This is an optimization exercise on Yosys and OpenROAD, whose aim is small area, a short achievable clock period and few clock cycles per item, not a production implementation.
Only simulation tests tie the RTL to the original design; equivalence was not proved.

## psg_fir
module psg_fir (
    input  wire               clk,
    input  wire               rst,
    input  wire [15:0]        step,
    input  wire               wr_en,
    input  wire [3:0]         wr_addr,
    input  wire [7:0]         wr_data,
    input  wire               pull,
    output reg                ready,
    output reg                sample_valid,
    output reg  signed [15:0] sample
);
For scale: roughly 1700 flip-flops, ~50 I/O pins, roughly 89000 um2 of cells after synthesis.
==> flow/config.mk <==
export PLATFORM = sky130hd
export DESIGN_NAME = psg_fir
export DESIGN_NICKNAME = psg_fir
export VERILOG_FILES = /design/flow/design.v
export SDC_FILE = /design/flow/constraint.sdc
export NUM_CORES = 4
export LEC_CHECK = 0
export CAP_MARGIN = 20
export CORE_MARGIN = 2
export CORE_UTILIZATION = 60
export SLEW_MARGIN = 20
==> flow/constraint.sdc <==
create_clock -name core_clock -period 12.0 [get_ports {clk}]
set_input_delay 2.4000 -clock core_clock [delete_from_list [all_inputs] [get_ports {clk}]]
set_output_delay 2.4000 -clock core_clock [all_outputs]
set_load 0.01 [all_outputs]
run.sh (not shown) runs the stock make flow with config.mk's settings and CLKGATE_MAP_FILE= SYNTH_SCRIPT=/design/flow/synth_recipe.tcl, a recipe that flattens the netlist after the stock synthesis.
Testbench counts at the start, summed over its fixed seeds: cycles 16,884, items 2,400.
Then changed:
--- a/flow/design.v
+++ b/flow/design.v
@@ -540,19 +540,22 @@
     reg signed [14:0] dg;
     reg [2:0]     tg;
     reg [13:0]    lev_e;
     wire        e_dv  = q_dv[rp];
     wire        e_end = q_end[rp];
     wire [13:0] e_mix = q_mix[rp];
     reg         qne, grp0, grp1, lm0;     
     wire        do_end = grp0 & pend_end & lm0;
     wire        pop   = qne & ((grp1 & ~pend_end) | do_end);
-    wire [QW:0]   qn_n  = qn + push - pop;
+    wire [QW:0]   qn_0  = qn - pop;
+    wire [QW:0]   qn_n  = push ? qn_0 + 1'b1 : qn_0;
+    wire          qne_n = push | (pop ? (qn >= 2) : (qn >= 1));
+    wire [2:0]    occ_0 = occ + do_slot - pop - vb;
     wire [LMW:0]  grp_n = (pop & e_dv) ? G : (grp0 ? 0 : grp - 1'b1);
     wire [LMW-1:0] lm_n = (do_end || lm == G - 1) ? 0 : lm + 1'b1;
     wire signed [14:0] dnew = $signed({1'b0, e_mix}) - $signed({1'b0, lev_e});
     reg           ev1, ev2;
     reg signed [14:0] d1a, d1b, d1c;
     reg [13:0]    l1, l2;
     always @(posedge clk) begin
         if (rst)
             ready <= 1'b0;
@@ -585,30 +588,30 @@
             end
             pend <= (pull_q | pend) & ~start;
             if (do_slot) begin
                 cur    <= wrest;
                 act    <= ~last;
             end else if (start) begin
                 cur    <= bm;
                 act    <= 1'b1;
             end
-            occ <= occ + do_slot - pop - drop;
+            occ <= push ? occ_0 + 1'b1 : occ_0;
             va <= do_slot; ka <= tick; la <= last; ta <= tpos;
             vb <= va; kb <= ka; lb <= la; tb <= ta; ab <= amp;
             if (vb & kb) lev_p <= mixc;
             if (vb) begin       
-                q_mix[wp] <= chg ? mixc : lev_p;
+                q_mix[wp] <= kb ? mixc : lev_p;    
                 q_t[wp] <= tb; q_dv[wp] <= chg; q_end[wp] <= lb;
             end
             if (push) wp <= (wp == CAP - 1) ? 0 : wp + 1'b1;
             if (pop) rp <= (rp == CAP - 1) ? 0 : rp + 1'b1;
             qn  <= qn_n;
-            qne <= (qn_n != 0);
+            qne <= qne_n;
             grp  <= grp_n;
             grp0 <= (grp_n == 0);
             grp1 <= (grp_n <= 1);
             if (do_end) pend_end <= 1'b0;
             if (pop) begin
                 dg       <= dnew;
                 tg       <= q_t[rp];
                 lev_e    <= e_mix;
                 pend_end <= e_end;
After rerunning: The new run produced a clean layout; global-route usage falls by 2.3 points; worst hold slack is better by 0.022 ns; core utilization falls by 0.36 points; final cell count went down by 0.98%; synthesized cell count decreases by 0.91%; setup slack is better by 0.42 ns; area after synthesis shrinks by 0.55%; via count goes down by about 2%; non-clock buffer count decreases by 17; count of clock-buffer cells in the layout is higher by 6; final area decreases by 0.78%.
Testbench counts after the change, summed over its fixed seeds: cycles 16,884, items 2,400.

==> afterwards: timing with drivers on the ports <==
Ports are ideal in the flow. The routed layouts listed here were re-timed in OpenROAD.
Step 1 sets driving cells, clkbuf_16 on the clock port and buf_2 on the other inputs (assumed; they add their load-dependent delay and slew).
Step 2 moves the port delays by t, midway between the first and last clock arrival at a register: inputs arrive t later, outputs are due t later. That takes back most of the time a late clock gives input paths.
Three values: ideal ports, drivers, drivers and shift; two values: the first two.
run	t, ns	slack for setup (ns)	worst hold slack (ns)	slew at the worst register clock pin (ns)
the first run	0.878	7.458 / 7.458 / 7.458	0.288 / 0.288 / 0.288	0.07 / 0.07
the second run	0.879	7.878 / 7.789 / 7.623	0.311 / 0.311 / 0.311	0.08 / 0.08
After both steps every run listed still meets setup and hold. The setup slack of the second run, which loses most, moves by -0.089 ns with the drivers and by -0.255 ns with both steps.
